From an optimization exercise on the open Yosys and OpenROAD flow, aimed at small area, a short achievable clock period and few clock cycles; shortcuts taken in it are not production practice. For this run, only the layout was checked, not whether the RTL still works. No activity file was given, so power comes from the tool's default toggle rates.

==> flow/design.v <==
module wnaf_expander (
    input  wire       clk,
    input  wire       rst,           
    input  wire       req_valid,
    output wire       req_ready,
    input  wire       req_we,
    input  wire [8:0] req_addr,
    input  wire [7:0] req_wdata,
    output reg        rsp_valid,
    output reg        rsp_err,
    output reg  [7:0] rsp_rdata
);
    localparam [1:0] PH_IDLE  = 2'd0,
                     PH_BUSY  = 2'd1,
                     PH_DONE  = 2'd2,
                     PH_FAULT = 2'd3;
    reg [7:0]   scalar [0:31];   
    reg [31:0]  svalid;
    reg [7:0]   w;
    reg [1:0]   phase;
    reg [1:0]   fcause;
    reg         cout;
    reg [7:0]   ring [0:31];     
    reg         rp;              
    reg [1:0]   ws;              
    reg [4:0]   q;               
    reg [2:0]   r;
    reg [5:0]   bm;              
    reg         stall;           
    reg         rq_v;
    reg         rq_we;
    reg [8:0]   rq_addr;
    reg [7:0]   rq_wdata;
    assign req_ready = ~stall;
    wire accept = req_valid & ~stall;
    wire sel_digit  = rq_addr[8];
    wire sel_scalar = (rq_addr[8:5] == 4'b0000);
    wire sel_w      = (rq_addr == 9'h020);
    wire sel_cmd    = (rq_addr == 9'h021);
    wire sel_status = (rq_addr == 9'h022);
    wire sel_fcause = (rq_addr == 9'h023);
    wire ph_idle  = (phase == PH_IDLE);
    wire ph_busy  = (phase == PH_BUSY);
    wire ph_done  = (phase == PH_DONE);
    wire ph_fault = (phase == PH_FAULT);
    wire srdy = &svalid;
    wire [7:0] status = {3'b000, srdy, ph_done & cout, ph_fault, ph_done, ph_busy};
    wire host_can_write = ph_idle | ph_done;
    wire is_expand = (rq_wdata == 8'h01);
    wire is_srst   = (rq_wdata == 8'h02);
    wire wr_scalar = rq_v & rq_we & sel_scalar & host_can_write;
    wire wr_w      = rq_v & rq_we & sel_w & host_can_write;
    wire do_expand = rq_v & rq_we & sel_cmd & is_expand & host_can_write;
    wire do_srst   = rq_v & rq_we & sel_cmd & is_srst & ~ph_busy;
    wire badw  = (w[7:2] != 6'b000001);
    wire short = ~srdy;
    wire start = do_expand & ~badw & ~short;
    wire [7:0] pos = {q, r};
    wire [7:0] b0  = rp ? ring[1] : ring[0];             
    wire [7:0] b1  = rp ? ring[2] : ring[1];             
    wire       bm1 = rp ? ring[0][7] : ring[31][7];      
    wire [16:0] v = {(q == 5'd31) ? 8'h00 : b1, b0, (q == 5'd0) ? 1'b0 : bm1};
    wire [7:0]  u = v[r +: 8];                    
    wire [5:0] wfill = {ws == 2'd3, ws >= 2'd2, ws != 2'd0, 3'b111};   
    wire       s_start = ~bm[0] & (u[1] ^ u[0]);
    wire [5:0] s_bm    = s_start ? wfill : {1'b0, bm[5:1]};
    reg  [7:0] s_digit;
    always @(*) begin
        case (ws)
            2'd0: s_digit = {{5{u[4]}}, u[4:2], 1'b1};
            2'd1: s_digit = {{4{u[5]}}, u[5:2], 1'b1};
            2'd2: s_digit = {{3{u[6]}}, u[6:2], 1'b1};
            default: s_digit = {{2{u[7]}}, u[7:2], 1'b1};
        endcase
        if (!s_start) s_digit = 8'h00;
    end
    reg [7:0] c_in;        
    reg [7:0] c_st;        
    reg [5:0] c_bm;        
    integer ci, cj;
    always @(*) begin
        for (ci = 0; ci < 8; ci = ci + 1) begin
            c_in[ci] = 1'b0;
            for (cj = 0; cj < 6; cj = cj + 1)
                if (ci - cj >= 0)
                    c_in[ci] = c_in[ci] | ((r == ci - cj) & bm[cj]);
        end
        for (ci = 0; ci < 8; ci = ci + 1) begin
            c_st[ci] = (ci >= r) & (v[ci + 1] ^ v[ci]) & ~c_in[ci];
            for (cj = 1; cj <= 6; cj = cj + 1)
                if (ci - cj >= 0 && (cj <= 3 || (cj == 4 && ws != 2'd0) ||
                                     (cj == 5 && ws[1]) || (cj == 6 && ws == 2'd3)))
                    c_st[ci] = c_st[ci] & ~c_st[ci - cj];
        end
        for (ci = 0; ci < 6; ci = ci + 1) begin
            c_bm[ci] = 1'b0;
            for (cj = 0; cj < 6; cj = cj + 1)
                if (cj >= ci + 1)
                    c_bm[ci] = c_bm[ci] | ((r == 8 + ci - cj) & bm[cj]);
            for (cj = 0; cj < 8; cj = cj + 1)
                if (8 + ci - cj <= 3)
                    c_bm[ci] = c_bm[ci] | c_st[cj];
                else if (8 + ci - cj <= 6)
                    c_bm[ci] = c_bm[ci] | (c_st[cj] & (ws >= (8 + ci - cj - 3)));
        end
    end
    wire rd_digit = rq_v & ~rq_we & sel_digit & ph_done;
    wire hit = (rq_addr[7:0] == pos);
    wire dig_now = rd_digit & hit;                  
    wire seek    = rd_digit & ~hit;                 
    wire seek_single = (rq_addr[7:3] == q) & (rq_addr[2:0] > r);
    wire [7:0] pos_next = start ? 8'd0 : (dig_now ? pos + 8'd1 : pos);
    wire pred_miss = ~req_we & req_addr[8] & (ph_busy | (req_addr[7:0] != pos_next));
    reg       resp_err;
    reg [7:0] resp_data;
    always @(*) begin
        resp_err  = 1'b1;
        resp_data = 8'h80;
        if (rq_we) begin
            if (wr_scalar | wr_w | do_expand | do_srst) begin
                resp_err  = 1'b0;
                resp_data = 8'h00;
            end
        end else begin
            if (sel_digit) begin
                if (ph_done) begin
                    resp_err  = 1'b0;
                    resp_data = s_digit;
                end
            end else if (sel_scalar) begin
                resp_err  = 1'b0;
                resp_data = svalid[rq_addr[4:0]] ? scalar[rq_addr[4:0]] : 8'h00;
            end else if (sel_w) begin
                resp_err  = 1'b0;
                resp_data = w;
            end else if (sel_status) begin
                resp_err  = 1'b0;
                resp_data = status;
            end else if (sel_fcause) begin
                resp_err  = 1'b0;
                resp_data = {6'b000000, fcause};
            end
        end
    end
    always @(posedge clk) begin
        if (rst) begin
            rsp_valid <= 1'b0;
            rsp_err   <= 1'b0;
            rsp_rdata <= 8'h00;
        end else begin
            rsp_valid <= rq_v & ~seek;
            if (rq_v) begin
                rsp_err   <= resp_err;
                rsp_rdata <= resp_data;
            end
        end
    end
    always @(posedge clk) begin
        if (rst) begin
            phase  <= PH_IDLE;
            fcause <= 2'b00;
        end else if (do_srst) begin
            phase  <= PH_IDLE;
            fcause <= 2'b00;
        end else if (do_expand) begin
            if (badw | short) begin
                phase  <= PH_FAULT;
                fcause <= {short, badw};
            end else begin
                phase <= scalar[31][7] ? PH_BUSY : PH_DONE;
            end
        end else if (ph_busy) begin
            if (q == 5'd31)
                phase <= PH_DONE;
        end
    end
    always @(posedge clk) begin
        if (rst) begin
            rq_v  <= 1'b0;
            stall <= 1'b0;
        end else begin
            rq_v  <= seek | accept;
            stall <= seek | (accept & pred_miss);
        end
    end
    always @(posedge clk) begin
        if (~stall) begin
            rq_we    <= req_we;
            rq_addr  <= req_addr;
            rq_wdata <= req_wdata;
        end
    end
    wire scan      = ph_busy;
    wire mv_byte   = scan | (seek & ~seek_single);
    wire mv_single = (seek & seek_single) | (~seek & dig_now);
    always @(posedge clk) begin
        if (start) begin
            q    <= 5'd0;
            r    <= 3'd0;
            bm   <= 6'd0;
            cout <= 1'b0;
        end else if (mv_byte) begin
            q  <= q + 5'd1;
            r  <= 3'd0;
            bm <= (q == 5'd31) ? 6'd0 : c_bm;
            if (scan && q == 5'd31)
                cout <= v[8] & ~c_bm[0];
        end else if (mv_single) begin
            if (r == 3'd7)
                q <= q + 5'd1;
            r  <= r + 3'd1;
            bm <= (pos == 8'd255) ? 6'd0 : s_bm;
        end
    end
    always @(posedge clk) begin
        if (rst)
            rp <= 1'b0;
        else
            rp <= ~start & (mv_byte | (mv_single & (r == 3'd7)));
    end
    integer k;
    always @(posedge clk) begin
        if (start) begin
            for (k = 0; k < 32; k = k + 1)
                ring[k] <= scalar[k];
            ws <= w[1:0];
        end else if (rp) begin
            for (k = 0; k < 32; k = k + 1)
                ring[k] <= ring[(k + 1) % 32];
        end
    end
    always @(posedge clk) begin
        if (rst || do_srst) begin
            svalid <= 32'h0;
            w      <= 8'h00;
        end else begin
            if (wr_scalar)
                svalid[rq_addr[4:0]] <= 1'b1;
            if (wr_w)
                w <= rq_wdata;
        end
    end
    always @(posedge clk) begin
        if (wr_scalar)
            scalar[rq_addr[4:0]] <= rq_wdata;
    end
endmodule
==> flow/run.sh <==
#!/bin/bash
# synth_recipe.tcl (not shown) runs the flow's synth.tcl, then flattens the netlist and writes it again
# the make line also repeats each setting of config.mk as NAME=value (left out here)
make -C /OpenROAD-flow-scripts/flow DESIGN_CONFIG=/design/flow/config.mk WORK_HOME=/design/flow/orfs CLKGATE_MAP_FILE= SYNTH_SCRIPT=/design/flow/synth_recipe.tcl finish
==> flow/config.mk <==
export PLATFORM = sky130hd
export DESIGN_NAME = wnaf_expander
export DESIGN_NICKNAME = wnaf_expander
export VERILOG_FILES = /design/flow/design.v
export SDC_FILE = /design/flow/constraint.sdc
export NUM_CORES = 4
export LEC_CHECK = 0
export CAP_MARGIN = 20
export CORE_MARGIN = 2
export CORE_UTILIZATION = 35
export PLACE_DENSITY = 0.55
export SETUP_SLACK_MARGIN = 4.6
export SLEW_MARGIN = 20
==> flow/constraint.sdc <==
create_clock -name core_clock -period 7.0 [get_ports {clk}]
set_input_delay 1.4000 -clock core_clock [delete_from_list [all_inputs] [get_ports {clk}]]
set_output_delay 1.4000 -clock core_clock [all_outputs]
set_load 0.01 [all_outputs]
==> flow_summary.toml <==
[synth]
yosys.area.top_type = "edfxtp_1"
synth_area_per_cell_um2 = 12.0
synth_cell_type_count = 80
async_reset_ff_share_pct = 0
synth_top_area_share_pct = 57.6
synth_area_um2 = 27000
ys_seq_area_share_pct = 64.3
ys_warn_count = 23
synth_nets = 2278
yosys_most_used_dff = "edfxtp_1"
synth_seq_cells = 609
syn_inst = 2243
synthTopCellsByArea = "edfxtp_1, nand2_1, mux4_2, dfxtp_1, nor2_1"
synth_edf_count = 518

[layout]
multi_input_area_um2 = 12600
fin_nets = 2626
fin_util_pct = 53.5
area_delta_synth_final_pct = 50.9
regArea_um2 = 17400
drive_gt1_share_pct = 47.8
n_fill_cell = 5842
fin_area_um2 = 40800

[worst_setup_path]
cp.arrival_ns = 3.47
reg2regPathDepth = 10
start_kind = "flop"
crit_type = "flop to flop"
cp_cell_sequence = "inv_4 -> ha_4 -> or4b_4 -> and3b_1 -> or3_4 -> and2_4 -> o21ai_4 -> a21oi_2 -> a2111o_1 -> a22o_1"
critPathBufInv = 1
r2r-start = "q[1]$_SDFFE_PP0P_"
startpoint = "q[1]$_SDFFE_PP0P_"
crit_path_end_kind = "flop"
worstPathMaxFanout = 6
critical_path_required_ns = 7.50
r2r_end = "bm[0]$_SDFFE_PP0P_"
path_depth = 10
endpoint = "bm[0]$_SDFFE_PP0P_"
ff2ff_setup_slack_ns = 4.03
critPathMaxStageDelay_ns = 0.51
cp_slowest_cell = "or4b_4"
cp_top_family = "simple AND/OR/NAND/NOR gates"

[power_and_ir_drop]
power_leakage_nw = 15.9
power.density_nw_per_um2 = 200
ir_worst_vdd_mv = 0.247

[min_path]
hp-class = "flop to flop"
worstHoldStart = "fcause[0]$_SDFFE_PP0P_"

[timing]
clock.fmax_mhz = 337
finalClockSkew_ns = 0.0298
setup_violations = 0
min_period_ns = 2.97
tns_ns = 0
post-route-period-util_pct = 42.4
worst_pin_slew_ns = 1.16
slew_viol_final = 0
hold_viol = 0
grt_setup_unrepaired = "true"
slew_headroom_pct = 22.5

[floorplanning]
floorplan.die.width_um = 282
die_y_um = 282
start_util_pct = 35.4
die-area_um2 = 79400
io_pins = 32
rows = 101
core_um2 = 76200

[place]
io_buffers = 31
place_area_um2 = 28700
hpwl_um = 45700
place_congestion = 0.869

[global_routing]
overflow = 0
busiest_layer = "met2"
grt_max_degree = 37
grt_use_total_pct = 25.9
gr-usage-met1_pct = 33.4
grt_pass1_vias = 21100
antenna_found_initial = 3
grt_use_met2_pct = 41.5
grtUsageMet3_pct = 5.04
grt_pass1_wl_um = 148000

[clocking]
cts_tree = "built"
clk_path_buf_depth = 3
cts_buffers = 68
path_clk_slew_ns = 0.06
cts-root-buf = "clkbuf_16"
hold_buffers = 0
htree_levels = 3
insertion_delay_ns = 0.63
cts_sinks = 609

[route]
via_per_inst = 5.89
wl_per_cell_um = 28.9
drt_iter0_markers = 2763
vias = 21600
drtAntennaViolNets = 0
wl_um = 106000
drc = 0
first_pass_iters = 5

[job]
drv_cap = 0

[outcome]
status = "complete, no violations"
[layout make-up]
| class | count | share of cell area, % |
|---|---|---|
| sequential | 609 | 42.7 |
| multi-input combinational | 1503 | 30.9 |
| timing repair buffer | 389 | 17.7 |
| clock buffer | 91 | 4.64 |
| tap | 1030 | 3.16 |
| clock inverter | 29 | 0.599 |
| inverter | 20 | 0.258 |
| antenna | 1 | 0.00614 |
[logic make-up after synthesis]
logic type	count (synthesis)	share of synthesized area, %
AND/OR/NAND/NOR	1080	16.3
XOR/XNOR	29	0.940
buffers and inverters	145	2.14
multiplexers	147	10.2
adder cells (fa/ha/maj)	14	0.649
AO/OA/AOI/OAI	219	5.50
flip-flops	609	64.3
[worst min path at each step]
stage	depth (start not counted)	end
floorplan	0	ws[0]$_DFFE_PP_
global placement	2	fcause[0]$_SDFFE_PP0P_
detailed placement	2	fcause[1]$_SDFFE_PP0P_
CTS	2	fcause[1]$_SDFFE_PP0P_
global route	2	w[2]$_SDFFE_PP0P_
finish	2	fcause[0]$_SDFFE_PP0P_
[sequential cells by signal, indices dropped and copies added (netlist names), 2 cells and up, named ones only]
| signal | count |
|---|---|
| scalar | 256 |
| ring | 254 |
| svalid | 32 |
| rq_addr | 9 |
| rq_wdata | 8 |
| rsp_rdata | 8 |
| w | 8 |
| bm | 6 |
| q | 5 |
| r | 3 |
| fcause | 2 |
| phase | 2 |
| ws | 2 |
[layout by cell type, fill, tap and decap left out, drive strengths merged, types with 19 or more instances in the layout]
cell type      netlist  routed
clkdlybuf4s50        0      19
nor3                22      22
dfxtp               91      91
inv                 17      21
nor2               140     140
a21oi               87      87
o21ai               25      25
clkinv               3      25
edfxtp             518     518
mux2                29      29
buf                 21     360
mux4                99      99
mux2i               19      19
nand3               33      33
nand2              795     795
clkbuf             104      96
[cells in the mapped netlist, types with 9 or more instances]
master    count
mux2i_1      19
ha_1         14
and2_1        9
mux2_2       29
nor2b_1      10
nand4_1      17
nor3_1       22
dfxtp_1      91
a211oi_1     12
xor2_1       12
buf_1        12
and3_1       10
o21ai_0      24
edfxtp_1    518
nand2b_1     10
mux4_2       99
nand2_1     795
nand3_1      33
xnor2_1      17
a21oi_1      87
clkbuf_1    104
nor2_1      140
inv_1        16
[report_power, final]
| group | total, mW | switching, mW | internal, mW |
|---|---|---|---|
| clock | 3.54 | 1.53 | 2.02 |
| sequential | 3.99 | 0.0482 | 3.94 |
| combinational | 0.618 | 0.346 | 0.271 |
[worst register-to-register path: stages (launching register included)]
cell and delay [ns]:
dfxtp_4 0.35, inv_4 0.06, ha_4 0.11, or4b_4 0.51
and3b_1 0.22, or3_4 0.39, and2_4 0.21, o21ai_4 0.20
a21oi_2 0.08, a2111o_1 0.48, a22o_1 0.24
[per-stage QoR]
stage,hold WS [ns],std cells,total power [mW],worst slack [ns]
after CTS,0.469,3631,8.10,4.01
after global placement,0.446,3201,4.49,2.60
after floorplan,0.430,2243,4.34,2.87
after global routing,0.495,3671,8.31,3.99
final,0.472,3672,8.15,4.03
after detailed placement,0.461,3202,4.50,2.56
[metal layers]
layer / part of all wire, % / vias to the layer above
li1: - / 8880
met1: 37 / 10900
met2: 47 / 1462
met3: 9.8 / 388
met4: 6.3 / 6
met5: 0.040 / -
[timing repair]
item                                    in CTS  in global routing
gates resized for setup                    788                469
gates cloned                               128                 10
endpoints found under the setup margin     837                629
buffers inserted                           181                 30
pin swaps                                  421                185

## re-timing with driven ports
How much do the figures lean on ideal ports? The routed layout below was timed once more, with nothing changed but the port constraints.
Step 1 sets driving cells, clkbuf_16 on the clock port and buf_2 on the other inputs (assumed; they add their load-dependent delay and slew).
Step 2, shift: input delay + t, output delay - t, t = (earliest + latest rising clock arrival at the registers) / 2. This alone moves slack from input paths to output paths.
Three values: no drivers, after step 1, after step 2; two values: the first two.
shift t [ns]: 0.686
slack for setup (ns): 4.035 / 4.035 / 3.885
latest minus earliest clock arrival (ns): 0.032 / 0.031
slew at the worst register clock pin (ns): 0.07 / 0.07
worst data-port slew with drivers (ns): 0.05
After both steps this run still meets setup and hold. The setup slack of this run moves by 0.000 ns with the drivers and by -0.150 ns with both steps.
